This is an optimization exercise on Yosys and OpenROAD, whose aim is small area, a short achievable clock period and few clock cycles, not a production implementation.
Only simulation tests tie the RTL to the original design; equivalence was not proved.
Power figures rest on the tool's default switching activity, not on a simulated workload.

## job 7105
Design fde_enc, start of the top module:
module fde_enc (
    input  wire        clk,
    input  wire        rst,           
    input  wire [1:0]  cfg_rot,       
    input  wire        cfg_mir,
    input  wire        cfg_inv,
    input  wire        cfg_typeb,     
    input  wire        cfg_flush,     
    input  wire [31:0] cfg_addr,      
    input  wire        pix_valid,
    output wire        pix_ready,
    input  wire [31:0] pix_data,
    output wire        out_valid,
    input  wire        out_ready,
    output wire [7:0]  out_data,
    output wire        out_last,
    output wire        frame_done,
    output wire        frame_dup
);
==> flow/config.mk <==
export PLATFORM = sky130hd
export DESIGN_NAME = fde_enc
export DESIGN_NICKNAME = fde_enc
export VERILOG_FILES = /design/flow/design.v
export SDC_FILE = /design/flow/constraint.sdc
export NUM_CORES = 4
export LEC_CHECK = 0
export CAP_MARGIN = 20
export CORE_MARGIN = 2
export CORE_UTILIZATION = 65
export CTS_CLUSTER_DIAMETER = 80
export CTS_CLUSTER_SIZE = 24
export SLEW_MARGIN = 20
==> flow/constraint.sdc <==
create_clock -name core_clock -period 10.0 [get_ports {clk}]
set_input_delay 2.0000 -clock core_clock [delete_from_list [all_inputs] [get_ports {clk}]]
set_output_delay 2.0000 -clock core_clock [all_outputs]
set_load 0.01 [all_outputs]
standard.sh (not shown) runs the stock make flow with config.mk's settings and CLKGATE_MAP_FILE= SYNTH_SCRIPT=/design/flow/synth_recipe.tcl, a recipe that flattens the netlist after the stock synthesis.
==> flow/flow/run.sh <==
#!/bin/bash
set -euo pipefail
bash standard.sh SETUP_SLACK_MARGIN=7 'BUFFER_PORTS_ARGS=-buffer_cell sky130_fd_sc_hd__buf_1' finish > standard_flow.log 2>&1
No stage failed in job 7105, and the final checks on the layout all came back clean.
Testbench counts of job 7105, summed over its fixed seeds: cycles 58,304.
diff inputs: job 7105 => job 7071
- a change of CTS_CLUSTER_SIZE from 24 to 20
- a change of CTS_CLUSTER_DIAMETER from 80 to 150
==> flow/flow/run.sh <==
#!/bin/bash
set -euo pipefail
bash standard.sh SETUP_SLACK_MARGIN=6.85 'BUFFER_PORTS_ARGS=-buffer_cell sky130_fd_sc_hd__buf_1' finish > standard_flow.log 2>&1
### Flow results
- Compared to job 7105, job 7071 leaves more free space in the core.
- Job 7071 -> job 7105: count of clock tree sinks delta 0, exact match
- Sort job 7105 and job 7071 by minimum setup slack among reg-to-reg paths desc -> top: job 7105
- Summed area of non-filler cells in the final layout (job 7071 over job 7105): decrease, 1.3%
- First-pass GRT wire length: job 7071 better than job 7105
- Job 7105 completed; timing, DRC and antenna clean
- Job 7071 reached the final stage; the timing, design-rule and antenna checks on its layout passed.
- The routability congestion estimate from global placement of job 7071 exceeds that of job 7105 by 1.3%.
- Share of power burned in the clock network delta (job 7105 -> job 7071): insignificant
- Relative to job 7105, job 7071 improves HPWL reported at the end of detailed placement.
- Leakage power figure of job 7071 falls short of that of job 7105 slightly.
Relative to job 7071, the following input files were edited for job 1636:
==> flow/flow/run.sh <==
#!/bin/bash
set -euo pipefail
bash standard.sh SETUP_SLACK_MARGIN=6.7 'BUFFER_PORTS_ARGS=-buffer_cell sky130_fd_sc_hd__buf_1' finish > standard_flow.log 2>&1
Notes after the runs:
- Job 1636 was carried through to the last stage, and its layout satisfied the timing, design-rule and antenna checks.
- Number of gates given a new drive strength after cts for job 1636 is lower than for job 7071.
- Looking at post-place setup slack across both flows, job 1636 is the weaker of the two, with job 7071 ahead.
- As far as die extent in y goes, job 1636 and job 7071 are indistinguishable; the numbers are identical.
- Of the two values seen for source of the critical timing path, pos[1] was produced by job 1636 and o_d[1] by job 7071.
- Going from job 7071 to job 1636, post-route total power grew slightly.
- Taking job 7071 as the reference, in job 1636 average detailed-routed wire length per instance went up; layout clock buffer count went up.
diff inputs: job 1636 => job 1810
- CORE_UTILIZATION: 65 -> 40
- CTS_CLUSTER_SIZE: 20 -> unset
- CTS_CLUSTER_DIAMETER: 150 -> unset
==> flow/flow/run.sh <==
#!/bin/bash
set -euo pipefail
bash standard.sh SETUP_SLACK_MARGIN=7 finish > standard_flow.log 2>&1
[summary]
Job 1810 went all the way through the flow, and no timing, DRC or antenna check failed. Die area sits higher in job 1810 than in job 1636. In job 1810, the number of filler cells placed in the layout came out about 100% above the value in job 1636. Share of the clock period used by the worst path after layout | job 1810 below job 1636.
Here is what was changed in the inputs of job 7148 compared with job 1810.
- setting CTS_CLUSTER_SIZE to 36 for the first time
- setting CTS_CLUSTER_DIAMETER to 50 for the first time
- changing CORE_UTILIZATION from 40 to 65
==> flow/flow/run.sh <==
#!/bin/bash
set -euo pipefail
bash standard.sh SETUP_SLACK_MARGIN=7 'BUFFER_PORTS_ARGS=-buffer_cell sky130_fd_sc_hd__buf_1' finish > standard_flow.log 2>&1
Time the final worst path needs with I/O delays and setup: job 7148 vs job 1810 down 45 ps
Taking job 1810 as the reference point, the pre-CTS setup slack of job 7148 rises by 230 ps.
Re source-to-sink clock delay at the later pin of the worst-skew pair: job 1810 was higher than job 7148.

---

== rev 12 ==
fde_enc, a different RTL version from the one above (not shown whole).
Size: about 520 flip-flops, ~87 I/O pins, ~24000 µm² of cells after synthesis.
// fde_enc
module fde_enc (
    input  wire        clk,
    input  wire        rst,           
    input  wire [1:0]  cfg_rot,       
    input  wire        cfg_mir,
    input  wire        cfg_inv,
    input  wire        cfg_typeb,     
    input  wire        cfg_flush,     
    input  wire [31:0] cfg_addr,      
    input  wire        pix_valid,
    output wire        pix_ready,
    input  wire [31:0] pix_data,
    output wire        out_valid,
    input  wire        out_ready,
    output wire [7:0]  out_data,
    output wire        out_last,
    output wire        frame_done,
    output wire        frame_dup
);
Settings: LEC_CHECK=0, CAP_MARGIN=20, CORE_MARGIN=2, CORE_UTILIZATION=65, CTS_CLUSTER_DIAMETER=120, CTS_CLUSTER_SIZE=26, SLEW_MARGIN=20; clock period 10.0 ns.
==> flow/flow/run.sh <==
#!/bin/bash
set -euo pipefail
bash standard.sh SETUP_SLACK_MARGIN=6.85 'BUFFER_PORTS_ARGS=-buffer_cell sky130_fd_sc_hd__buf_1' finish > standard_flow.log 2>&1
Testbench counts of rev 12, summed over its fixed seeds: cycles 58,141.
> inputs changed (rev 12 -> rev 13)
Settings: putting TNS_END_PERCENT at 20 where nothing was set.
[summary]
Measured against each other, rev 12 and rev 13 differ in wire length of the first global-routing pass, the higher figure coming from rev 12. The gate count after technology mapping of rev 12 and that of rev 13 are within noise of each other. In the reports for rev 12 and rev 13, the larger delay of the slowest cell on the worst path belongs to rev 13. When rev 13 is measured against rev 12, its worst hold slack turns out 0.0046 ns higher. Between rev 12 and rev 13, the combinational fraction of design power figures differ only marginally. Count of clock-buffer cells in the layout: rev 12 vs rev 13 — no meaningful difference. The setup slack of rev 13 is smaller than that of rev 12. Leakage power total: rev 13 better than rev 12.

---

amber:
RTL: one of the versions met above, not the one the previous note started from.
Size in the first run: about 520 flip-flops, about 87 I/O pins, ~24000 sq um of cells after synthesis.
==> flow/config.mk <==
export PLATFORM = sky130hd
export DESIGN_NAME = fde_enc
export DESIGN_NICKNAME = fde_enc
export VERILOG_FILES = /design/flow/design.v
export SDC_FILE = /design/flow/constraint.sdc
export NUM_CORES = 4
export LEC_CHECK = 0
export CAP_MARGIN = 20
export CORE_MARGIN = 2
export CORE_UTILIZATION = 65
export CTS_CLUSTER_DIAMETER = 150
export CTS_CLUSTER_SIZE = 20
export SLEW_MARGIN = 20
==> flow/constraint.sdc <==
create_clock -name core_clock -period 10.0 [get_ports {clk}]
set_input_delay 2.0000 -clock core_clock [delete_from_list [all_inputs] [get_ports {clk}]]
set_output_delay 2.0000 -clock core_clock [all_outputs]
set_load 0.01 [all_outputs]
==> flow/flow/run.sh <==
#!/bin/bash
set -euo pipefail
bash standard.sh SETUP_SLACK_MARGIN=7.5 'BUFFER_PORTS_ARGS=-buffer_cell sky130_fd_sc_hd__buf_1' finish > standard_flow.log 2>&1
Testbench counts of amber, summed over its fixed seeds: cycles 58,304.
Here is what was changed in the inputs of zinc compared with amber.
- CORE_UTILIZATION changed from 65 to 75
==> flow/flow/run.sh <==
#!/bin/bash
set -euo pipefail
bash standard.sh SETUP_SLACK_MARGIN=7 'BUFFER_PORTS_ARGS=-buffer_cell sky130_fd_sc_hd__buf_1' finish > standard_flow.log 2>&1
Each of the runs, namely zinc and amber, reached the end of the flow and came out clean. The met1 track demand over resource in zinc was higher than what amber gave. amber → zinc: power in sequential cells about even; final routed wirelength across all metal layers rose 5100 microns; via count rose about 4.4%; total placed cells including tap cells fell 65. Clock distribution area overhead in the final layout for zinc is higher than for amber.
### zinc -> harbor
- CORE_UTILIZATION: 75 -> 65
Compared to zinc, harbor has overall power after layout 3.0% lower. Net count of the mapped netlist: harbor vs zinc identical. As far as fraction of area in clock buffers and inverters is concerned, zinc and harbor perform about the same. Sort harbor and zinc by share of final-layout standard cells stronger than drive strength 1 desc -> top: zinc. harbor vs zinc — worst slew margin relative to its limit dropped 0.26 points. Clock latency on the worst-skew pair is higher on harbor. Compared with zinc, harbor shows a utilization after layout that is 11 points lower. Of harbor and zinc, zinc shows the higher wire length after detailed routing, with harbor below it. The sequential share of layout area on harbor is in line with that on zinc.
#### Input delta (pepper over harbor)
- CTS_CLUSTER_SIZE changed from 20 to 34
- CTS_CLUSTER_DIAMETER changed from 150 to 60
## What came out
- Changes observed in pepper relative to harbor: synthesis-to-finish area growth shows an increase of 2.0 points, final cell count shows an increase of 9, wire length after detailed routing climbed 0.74%.
- Going from harbor to pepper, total internal power grew by a few percent.
- In the flow results for pepper and harbor, the post-layout total power is smaller on harbor.
- The final layout from pepper, which completed every stage, passed the timing, design-rule and antenna checks at the end of the flow.
- Summary — detailed-routed wire length on met3, pepper relative to harbor: higher, by 2.1%.
- Taking harbor as the reference point, the level count of the clock H-tree of pepper rises by 1.
- Fraction of area in multi-input gates ended up 0.57 points lower on pepper than on harbor.
- harbor → pepper: area taken by multi-input logic gates roughly the same, source-to-sink clock delay at the later pin of the worst-skew pair lower.

---

RTL: one of the versions met above, not the one the previous note started from.
Size in the first run: about 520 flip-flops, ~24000 um^2 of cells after synthesis.
export LEC_CHECK = 0
export CAP_MARGIN = 20
export CORE_MARGIN = 2
export CORE_UTILIZATION = 65
export CTS_CLUSTER_DIAMETER = 120
export CTS_CLUSTER_SIZE = 26
export SLEW_MARGIN = 20
export TNS_END_PERCENT = 0
create_clock -name core_clock -period 10.0 [get_ports {clk}]
==> flow/flow/run.sh <==
#!/bin/bash
set -euo pipefail
bash standard.sh SETUP_SLACK_MARGIN=6.85 'BUFFER_PORTS_ARGS=-buffer_cell sky130_fd_sc_hd__buf_1' finish > standard_flow.log 2>&1
The first run completed with no timing, DRC or antenna violations.
Testbench counts at the start, summed over its fixed seeds: cycles 58,141.
Rerun with:
CTS_CLUSTER_DIAMETER = 80   (was 120)
CTS_CLUSTER_SIZE = 30   (was 26)
TNS_END_PERCENT = default   (was 0)
- sequential power stays flat
- die area does not change
- wire length came out higher slightly

-- afterwards: timing with drivers on the ports --
The flow's constraints put no driver on any port. The routed layouts listed below were extracted and timed again, unchanged, in two steps.
Step 1 sets driving cells, clkbuf_16 on the clock port and buf_2 on the other inputs (assumed; they add their load-dependent delay and slew).
Step 2 times the ports against the registers' clock, not the clock port: input delays grow and output delays shrink by t, the midpoint of the rising clock arrivals with the driver on.
a / b / c = no drivers / after step 1 / after step 2; a / b = the first two.
run | t, ns | slack for setup (ns) | hold WS [ns] | cell pins on the clock port's net
job 7105 | 0.638 | 6.858 / 6.799 / 6.622 | 0.342 / 0.342 / 0.342 | 1
job 7071 | 0.655 | 6.840 / 6.785 / 6.393 | 0.315 / 0.315 / 0.315 | 1
job 1636 | 0.665 | 6.756 / 6.756 / 6.172 | 0.348 / 0.348 / 0.348 | 1
job 1810 | 0.681 | 6.814 / 6.750 / 6.366 | 0.349 / 0.349 / 0.349 | 1
job 7148 | 0.644 | 6.859 / 6.801 / 6.601 | 0.344 / 0.344 / 0.344 | 1
rev 12 | 0.644 | 6.888 / 6.833 / 6.409 | 0.342 / 0.342 / 0.342 | 1
rev 13 | 0.637 | 6.730 / 6.673 / 6.390 | 0.346 / 0.346 / 0.346 | 1
amber | 0.663 | 6.862 / 6.808 / 6.862 | 0.349 / 0.349 / 0.349 | 1
zinc | 0.641 | 6.863 / 6.808 / 6.608 | 0.361 / 0.361 / 0.361 | 1
harbor | 0.663 | 6.857 / 6.800 / 6.623 | 0.288 / 0.288 / 0.288 | 1
pepper | 0.615 | 6.880 / 6.824 / 6.612 | 0.337 / 0.337 / 0.337 | 1
the first run of note 4 | 0.635 | 6.665 / 6.665 / 6.404 | 0.352 / 0.352 / 0.352 | 1
the second run of note 4 | 0.644 | 6.884 / 6.830 / 6.391 | 0.338 / 0.338 / 0.338 | 1
After both steps every run listed still meets setup and hold. For job 1636, which loses most, drivers alone change the setup slack by 0.000 ns; drivers and shift together by -0.584 ns.
